This design comes from an exercise in tuning for small area, a short achievable clock period and few clock cycles per item on the open sky130 flow, not from production work. Only simulation tests tie the RTL to the original design; equivalence was not proved. No activity file was given, so power comes from the tool's default toggle rates.

// crc_core
module crc_core (
    input  wire        clk,
    input  wire        rst,
    input  wire        cmd_valid,
    output wire        cmd_ready,
    input  wire [31:0] cmd_word,
    output reg         resp_valid,
    input  wire        resp_ready,
    output wire [7:0]  resp_status,
    output reg  [63:0] resp_data
);
Size: roughly 690 cells after synthesis, roughly 110 I/O pins, about 7400 sq um of cells after synthesis.
Settings: LEC_CHECK=0, CAP_MARGIN=20, CORE_MARGIN=2, CORE_UTILIZATION=55, CTS_BUF_LIST=sky130_fd_sc_hd__clkbuf_4 sky130_fd_sc_hd__clkbuf_8, PLACE_DENSITY=0.75, SLEW_MARGIN=20, SYNTH_HIERARCHICAL=1, SYNTH_MINIMUM_KEEP_SIZE=0; clock period 8.0 ns.
standard.sh (not shown) runs the stock make flow with config.mk's settings and CLKGATE_MAP_FILE= SYNTH_SCRIPT=/design/flow/synth_recipe.tcl, a recipe that flattens the netlist after the stock synthesis.
==> flow/flow/run.sh <==
#!/bin/bash
set -euo pipefail
export BUFFER_PORTS_ARGS="-buffer_cell sky130_fd_sc_hd__buf_1"
export SETUP_SLACK_MARGIN=5.5
bash standard.sh > standard_make.log 2>&1
Testbench counts at the start, summed over its fixed seeds: cycles 9,227, commands 9,211.
Rerun with:
==> flow/flow/run.sh (replaced) <==
#!/bin/bash
set -euo pipefail
export BUFFER_PORTS_ARGS="-buffer_cell sky130_fd_sc_hd__buf_1"
export SETUP_SLACK_MARGIN=5.3
bash standard.sh > standard_make.log 2>&1
=> The new run finished clean. Synthesized area is unchanged. Setup slack degrades by 0.16 ns. Utilization fell by 1.6 points. Sequential share of layout area climbs by 1.2 points. Cell count falls slightly. Die area is unchanged.
Rerun with:
==> flow/flow/run.sh (replaced) <==
#!/bin/bash
set -euo pipefail
export BUFFER_PORTS_ARGS="-buffer_cell sky130_fd_sc_hd__buf_1"
export SETUP_SLACK_MARGIN=5.45
bash standard.sh > standard_make.log 2>&1
- CORE_UTILIZATION: 55 -> 65
- PLACE_DENSITY: 0.75 -> 0.8
=> The new run finished clean; combinational power grows by 12%; global-route usage went up by 5.0 points; design area increases by 2.8%; total power increases by 6.5%.
Rerun with:
- CORE_UTILIZATION: 65 -> 55
- PLACE_DENSITY: 0.8 -> 0.75
Effect: The new run finished with timing, DRC and antenna clean; fmax grows by 1.9%; hold slack is worse by 0.012 ns; design area is lower by about 0.44%; via count shrinks by 4.3%; core utilization decreases by 11 points; wire length goes down by 10%; area after synthesis stays the same.

* * *

== v52 ==
Starting RTL as in the previous note.
clock: 8.0 ns
lec_check: 0
cap_margin: 20
core_margin: 2
core_utilization: 55
cts_buf_list: sky130_fd_sc_hd__clkbuf_8
cts_cluster_diameter: 100
cts_cluster_size: 20
place_density: 0.75
slew_margin: 20
synth_hierarchical: 1
synth_minimum_keep_size: 0
==> flow/flow/run.sh <==
#!/bin/bash
set -euo pipefail
export BUFFER_PORTS_ARGS="-buffer_cell sky130_fd_sc_hd__buf_1"
export SETUP_SLACK_MARGIN=5.45
bash standard.sh > standard_make.log 2>&1
v52 reached the end of the flow, and the finished layout is clean on the timing, DRC and antenna checks.
Testbench counts of v52, summed over its fixed seeds: cycles 9,227, commands 9,211.
diff inputs: v52 => v8
Settings: CORE_UTILIZATION now 60, was 55; CTS_CLUSTER_DIAMETER no longer set, was 100; CTS_BUF_LIST now sky130_fd_sc_hd__clkbuf_4 sky130_fd_sc_hd__clkbuf_8, was sky130_fd_sc_hd__clkbuf_8; CTS_CLUSTER_SIZE no longer set, was 20.
diff --git a/flow/flow/run.sh b/flow/flow/run.sh
--- a/flow/flow/run.sh
+++ b/flow/flow/run.sh
@@ -4 +4,2 @@
-export SETUP_SLACK_MARGIN=5.45
+export SETUP_SLACK_MARGIN=5.4
+export CTS_ARGS="-sink_clustering_enable -repair_clock_nets -buf_list {sky130_fd_sc_hd__clkbuf_4 sky130_fd_sc_hd__clkbuf_8} -dont_use_dummy_load"
==> run notes <==
v52 → v8: ratio of cells with drive above 1 in the final layout went down by 3.6 points, area occupied by multi-input gates was more or less identical.
Cmp v8 vs v52: sequential portion of the cell area higher in v8
Input changes introduced in v32 (baseline for comparison: v8):
Settings: CORE_UTILIZATION: 60 -> 55.
==> flow/flow/run.sh <==
#!/bin/bash
set -euo pipefail
export BUFFER_PORTS_ARGS="-buffer_cell sky130_fd_sc_hd__buf_1"
export SETUP_SLACK_MARGIN=5.4
bash standard.sh > standard_make.log 2>&1
Compared with v8, in v32 power dissipated in combinational cells increased by about 1% relative to the old numbers; sequential share of layout area dropped 1.1 points; worst setup slack down 20 ps.
v32 | status: complete | timing, DRC, antenna: pass
Looking at the reports, v8 completed the entire flow and the layout it produced met the timing, DRC and antenna checks.

* * *

The RTL this note starts from:
==> flow/design.v <==
module crc_xor2 (input wire a, input wire b, output wire y);
    assign y = a ^ b;
endmodule
module crc_engine (
    input  wire [7:0]  x,      
    output wire [63:0] t       
);
    wire p8;
    crc_xor2 g8 (.a(x[2]), .b(x[3]), .y(p8));
    wire p9;
    crc_xor2 g9 (.a(x[0]), .b(x[7]), .y(p9));
    wire p10;
    crc_xor2 g10 (.a(x[4]), .b(x[6]), .y(p10));
    wire p11;
    crc_xor2 g11 (.a(x[1]), .b(x[5]), .y(p11));
    wire p12;
    crc_xor2 g12 (.a(p8), .b(p9), .y(p12));
    wire p13;
    crc_xor2 g13 (.a(x[6]), .b(p11), .y(p13));
    wire p14;
    crc_xor2 g14 (.a(x[7]), .b(p8), .y(p14));
    wire p15;
    crc_xor2 g15 (.a(x[2]), .b(p9), .y(p15));
    wire p16;
    crc_xor2 g16 (.a(x[4]), .b(x[5]), .y(p16));
    wire p17;
    crc_xor2 g17 (.a(x[0]), .b(p8), .y(p17));
    wire p18;
    crc_xor2 g18 (.a(x[1]), .b(x[3]), .y(p18));
    wire p19;
    crc_xor2 g19 (.a(x[5]), .b(p10), .y(p19));
    wire p20;
    crc_xor2 g20 (.a(x[5]), .b(x[6]), .y(p20));
    wire p21;
    crc_xor2 g21 (.a(x[4]), .b(p9), .y(p21));
    wire p22;
    crc_xor2 g22 (.a(x[1]), .b(p10), .y(p22));
    wire p23;
    crc_xor2 g23 (.a(x[0]), .b(p16), .y(p23));
    wire p24;
    crc_xor2 g24 (.a(x[1]), .b(x[6]), .y(p24));
    wire p25;
    crc_xor2 g25 (.a(x[2]), .b(x[7]), .y(p25));
    wire p26;
    crc_xor2 g26 (.a(x[0]), .b(x[3]), .y(p26));
    wire p27;
    crc_xor2 g27 (.a(x[3]), .b(p9), .y(p27));
    wire p28;
    crc_xor2 g28 (.a(p10), .b(p11), .y(p28));
    wire q0;
    crc_xor2 r0 (.a(x[0]), .b(x[2]), .y(q0));
    crc_xor2 o0 (.a(q0), .b(p22), .y(t[0]));
    crc_xor2 o1 (.a(p11), .b(p12), .y(t[1]));
    assign t[2] = p26;
    wire q1;
    crc_xor2 r1 (.a(x[0]), .b(x[1]), .y(q1));
    crc_xor2 o3 (.a(x[4]), .b(q1), .y(t[3]));
    crc_xor2 o4 (.a(x[2]), .b(p11), .y(t[4]));
    crc_xor2 o5 (.a(x[6]), .b(p17), .y(t[5]));
    crc_xor2 o6 (.a(p18), .b(p21), .y(t[6]));
    assign t[7] = p20;
    crc_xor2 o8 (.a(x[6]), .b(p9), .y(t[8]));
    crc_xor2 o9 (.a(p10), .b(p15), .y(t[9]));
    crc_xor2 o10 (.a(p12), .b(p19), .y(t[10]));
    crc_xor2 o11 (.a(x[5]), .b(p12), .y(t[11]));
    assign t[12] = p17;
    crc_xor2 o13 (.a(x[4]), .b(p18), .y(t[13]));
    crc_xor2 o14 (.a(x[2]), .b(p23), .y(t[14]));
    crc_xor2 o15 (.a(x[3]), .b(p13), .y(t[15]));
    crc_xor2 o16 (.a(p10), .b(p15), .y(t[16]));
    crc_xor2 o17 (.a(p12), .b(p19), .y(t[17]));
    crc_xor2 o18 (.a(x[5]), .b(p12), .y(t[18]));
    assign t[19] = p8;
    crc_xor2 o20 (.a(x[3]), .b(x[4]), .y(t[20]));
    assign t[21] = p23;
    assign t[22] = p13;
    crc_xor2 o23 (.a(x[6]), .b(p15), .y(t[23]));
    crc_xor2 o24 (.a(p10), .b(p12), .y(t[24]));
    crc_xor2 o25 (.a(p20), .b(p12), .y(t[25]));
    assign t[26] = p14;
    crc_xor2 o27 (.a(p24), .b(p8), .y(t[27]));
    crc_xor2 o28 (.a(x[4]), .b(p14), .y(t[28]));
    crc_xor2 o29 (.a(p8), .b(p13), .y(t[29]));
    crc_xor2 o30 (.a(p10), .b(p14), .y(t[30]));
    crc_xor2 o31 (.a(p13), .b(p14), .y(t[31]));
    crc_xor2 o32 (.a(x[7]), .b(p18), .y(t[32]));
    crc_xor2 o33 (.a(x[0]), .b(p24), .y(t[33]));
    crc_xor2 o34 (.a(x[1]), .b(p15), .y(t[34]));
    crc_xor2 o35 (.a(p10), .b(p26), .y(t[35]));
    crc_xor2 o36 (.a(p11), .b(p21), .y(t[36]));
    assign t[37] = p23;
    assign t[38] = p13;
    crc_xor2 o39 (.a(x[6]), .b(p15), .y(t[39]));
    crc_xor2 o40 (.a(p10), .b(p14), .y(t[40]));
    crc_xor2 o41 (.a(p13), .b(p14), .y(t[41]));
    crc_xor2 o42 (.a(p18), .b(p9), .y(t[42]));
    crc_xor2 o43 (.a(x[0]), .b(x[6]), .y(t[43]));
    crc_xor2 o44 (.a(x[1]), .b(x[7]), .y(t[44]));
    assign t[45] = p22;
    crc_xor2 o46 (.a(x[5]), .b(p15), .y(t[46]));
    crc_xor2 o47 (.a(x[4]), .b(p8), .y(t[47]));
    crc_xor2 o48 (.a(x[3]), .b(p16), .y(t[48]));
    crc_xor2 o49 (.a(x[0]), .b(p19), .y(t[49]));
    crc_xor2 o50 (.a(p9), .b(p13), .y(t[50]));
    assign t[51] = p21;
    crc_xor2 o52 (.a(x[2]), .b(p19), .y(t[52]));
    crc_xor2 o53 (.a(p20), .b(p27), .y(t[53]));
    assign t[54] = p25;
    crc_xor2 o55 (.a(p8), .b(p22), .y(t[55]));
    crc_xor2 o56 (.a(p16), .b(p12), .y(t[56]));
    crc_xor2 o57 (.a(x[5]), .b(p17), .y(t[57]));
    crc_xor2 o58 (.a(p10), .b(p18), .y(t[58]));
    crc_xor2 o59 (.a(p16), .b(p25), .y(t[59]));
    wire q2;
    crc_xor2 r2 (.a(x[4]), .b(p11), .y(q2));
    crc_xor2 o60 (.a(p17), .b(q2), .y(t[60]));
    crc_xor2 o61 (.a(p17), .b(p28), .y(t[61]));
    crc_xor2 o62 (.a(p14), .b(p28), .y(t[62]));
    crc_xor2 o63 (.a(p11), .b(p27), .y(t[63]));
endmodule
module crc_core (
    input  wire        clk,
    input  wire        rst,
    input  wire        cmd_valid,
    output wire        cmd_ready,
    input  wire [31:0] cmd_word,
    output reg         resp_valid,
    input  wire        resp_ready,
    output wire [7:0]  resp_status,
    output reg  [63:0] resp_data
);
    localparam [7:0] OP_CRC_INIT       = 8'h01;
    localparam [7:0] OP_CRC_UPDATE     = 8'h02;
    localparam [7:0] OP_CRC_READ       = 8'h03;
    localparam [7:0] OP_CRC_TABLE_READ = 8'h04;
    wire [7:0]  op  = cmd_word[7:0];
    wire [7:0]  a   = cmd_word[15:8];
    wire [15:0] off = cmd_word[31:16];
    wire [4:0] in_f = {op == OP_CRC_UPDATE,
                       (op == OP_CRC_INIT) && (a == 8'd0),
                       (op == OP_CRC_READ) && (a == 8'd0),
                       op == OP_CRC_TABLE_READ,
                       off == 16'd0};
    reg        h_v, s_v;
    reg        rdy;           
    reg [4:0]  h_f, s_f;
    reg [7:0]  h_x, s_a;
    assign cmd_ready = rdy;
    wire take   = cmd_valid && rdy;
    wire adv    = h_v && (!resp_valid || resp_ready);    
    wire h_free = adv || !h_v;
    wire e_upd  = h_f[4] && h_f[0];
    wire e_init = h_f[3] && h_f[0];
    wire e_read = h_f[2] && h_f[0];
    wire e_tbl  = h_f[1] && h_f[0];
    reg  [63:0] crc_s;
    wire [63:0] t_val;
    crc_engine u_engine (
        .x (h_x),
        .t (t_val)
    );
    wire s_set  = rst || (adv && e_init);
    wire s_step = adv && e_upd;
    always @(posedge clk) begin
        if (s_set)
            crc_s <= 64'hFFFFFFFFFFFFFFFF;
        else if (s_step)
            crc_s <= (crc_s >> 8) ^ t_val;
    end
    wire       n_use = s_v ? s_f[4] : op[1];    
    wire [7:0] n_a   = s_v ? s_a : a;
    wire [7:0] n_s   = s_set ? 8'hFF : (s_step ? crc_s[15:8] : crc_s[7:0]);
    wire [7:0] n_pre = n_a ^ (n_s & {8{n_use}});
    wire [7:0] n_x   = n_pre ^ (t_val[7:0] & {8{n_use && s_step && !s_set}});
    always @(posedge clk) begin
        if (rst) begin
            h_v <= 1'b0;
            s_v <= 1'b0;
            rdy <= 1'b1;
        end else begin
            if (h_free) begin
                h_v <= s_v || take;
                h_f <= s_v ? s_f : in_f;
                h_x <= n_x;
                s_v <= 1'b0;
                rdy <= 1'b1;
            end else if (take) begin
                s_v <= 1'b1;
                rdy <= 1'b0;
                s_f <= in_f;
                s_a <= a;
            end
        end
    end
    reg st_ill;
    assign resp_status = {7'd0, st_ill};
    always @(posedge clk) begin
        if (rst) begin
            resp_valid <= 1'b0;
        end else if (adv) begin
            resp_valid <= 1'b1;
            st_ill     <= !(e_upd || e_init || e_read || e_tbl);
            resp_data  <= ({64{e_read}} & ~crc_s) | ({64{e_tbl}} & t_val);
        end else if (resp_ready) begin
            resp_valid <= 1'b0;
        end
    end
endmodule
Settings: LEC_CHECK=0, CAP_MARGIN=20, CORE_MARGIN=2, CORE_UTILIZATION=55, CTS_BUF_LIST=sky130_fd_sc_hd__clkbuf_4 sky130_fd_sc_hd__clkbuf_8, PLACE_DENSITY=0.75, SLEW_MARGIN=20, SYNTH_HIERARCHICAL=1, SYNTH_MINIMUM_KEEP_SIZE=0; clock period 8.0 ns.
==> flow/flow/run.sh <==
#!/bin/bash
set -euo pipefail
export BUFFER_PORTS_ARGS="-buffer_cell sky130_fd_sc_hd__buf_1"
export SETUP_SLACK_MARGIN=5.6
bash standard.sh > standard_make.log 2>&1
Testbench counts at the start, summed over its fixed seeds: cycles 9,227, commands 9,211.
==> next run, changes <==
--- a/flow/flow/run.sh
+++ b/flow/flow/run.sh
@@ -4 +4,2 @@
-export SETUP_SLACK_MARGIN=5.6
+export SETUP_SLACK_MARGIN=5.5
+export CTS_ARGS="-sink_clustering_enable -repair_clock_nets -buf_list {sky130_fd_sc_hd__clkbuf_4 sky130_fd_sc_hd__clkbuf_8} -dont_use_dummy_load"
After rerunning:
- global-route usage came out higher by 0.34 points
- final area came out lower by a few percent
- sequential cell count does not change
- total power came out lower by a little under a tenth
- sequential power stays flat
- worst setup slack is about the same
- synthesized area is unchanged
- clock skew came out higher by 4.2 ps
- die area stays the same
- clock power came out lower by a quarter to a third
- sequential share of layout area came out higher by 1.4 points
==> next run, changes <==
==> flow/flow/run.sh (replaced) <==
#!/bin/bash
set -euo pipefail
export BUFFER_PORTS_ARGS="-buffer_cell sky130_fd_sc_hd__buf_1"
export SETUP_SLACK_MARGIN=5.45
bash standard.sh > standard_make.log 2>&1
Result: Power grows by roughly a tenth; hold slack gets worse by 5.3 ps; utilization is higher by 1.1 points; design area grows slightly; clock power climbs by well over a third; final cell count is higher slightly; routed wire length barely changes.
==> next run, changes <==
--- a/flow/flow/run.sh
+++ b/flow/flow/run.sh
@@ -4 +4,2 @@
-export SETUP_SLACK_MARGIN=5.45
+export SETUP_SLACK_MARGIN=5.4
+export CTS_ARGS="-sink_clustering_enable -repair_clock_nets -buf_list {sky130_fd_sc_hd__clkbuf_4 sky130_fd_sc_hd__clkbuf_8} -dont_use_dummy_load"
=>
- The new run completed with no timing, DRC or antenna violations
- register-to-register slack stays flat
- first-iteration DRC count climbs by a few percent
- combinational power drops by a few percent
- synthesized area stays the same
- core utilization went down by 1.9 points
- critical path depth stays the same
- total power shrinks by roughly a tenth
- die area stays the same
- sequential power barely changes
- worst setup slack degrades by 16 ps
- wire length goes down slightly

what the ideal ports hide:
The flow's constraints put no driver on any port. The routed layouts listed below were extracted and timed again, unchanged, in two steps.
Step 1 (the two cells are an assumption about what drives the block):
set clk [get_ports {clk}]
set_driving_cell -lib_cell sky130_fd_sc_hd__clkbuf_16 $clk
set_driving_cell -lib_cell sky130_fd_sc_hd__buf_2 [delete_from_list [all_inputs] $clk]
Step 2 adds t to the input delays and takes it off the output delays; t is the mean of the earliest and latest rising clock arrival at the registers after step 1. Input paths then give back, and output paths get back, about the clock's delay inside the block.
a / b / c = ideal ports / drivers / drivers and shift; a / b = the first two.
| run | t (ns) | setup WS [ns] | worst setup path after step 2 | worst slew at a driven data input, ns | pins driven straight from the clock port |
|---|---|---|---|---|---|
| the first run of note 1 | 0.496 | 5.396 / 5.356 / 5.068 | input to register | 0.03 | 1 |
| the second run of note 1 | 0.494 | 5.237 / 5.237 / 4.952 | input to register | 0.03 | 1 |
| the third run of note 1 | 0.482 | 5.357 / 5.355 / 4.971 | input to register | 0.03 | 1 |
| the fourth run of note 1 | 0.498 | 5.407 / 5.369 / 5.059 | input to register | 0.03 | 1 |
| v52 | 0.500 | 5.405 / 5.367 / 5.061 | input to register | 0.03 | 1 |
| v8 | 0.485 | 5.410 / 5.377 / 4.987 | input to register | 0.03 | 1 |
| v32 | 0.504 | 5.390 / 5.352 / 5.004 | input to register | 0.03 | 1 |
| the first run of note 3 | 0.494 | 5.408 / 5.370 / 5.077 | input to register | 0.03 | 1 |
| the second run of note 3 | 0.489 | 5.411 / 5.370 / 5.041 | input to register | 0.03 | 1 |
| the third run of note 3 | 0.498 | 5.407 / 5.369 / 5.059 | input to register | 0.03 | 1 |
| the fourth run of note 3 | 0.489 | 5.391 / 5.356 / 5.030 | input to register | 0.03 | 1 |
After both steps every run listed still meets setup and hold. The setup slack of v8, which loses most, moves by -0.033 ns with the drivers and by -0.423 ns with both steps.
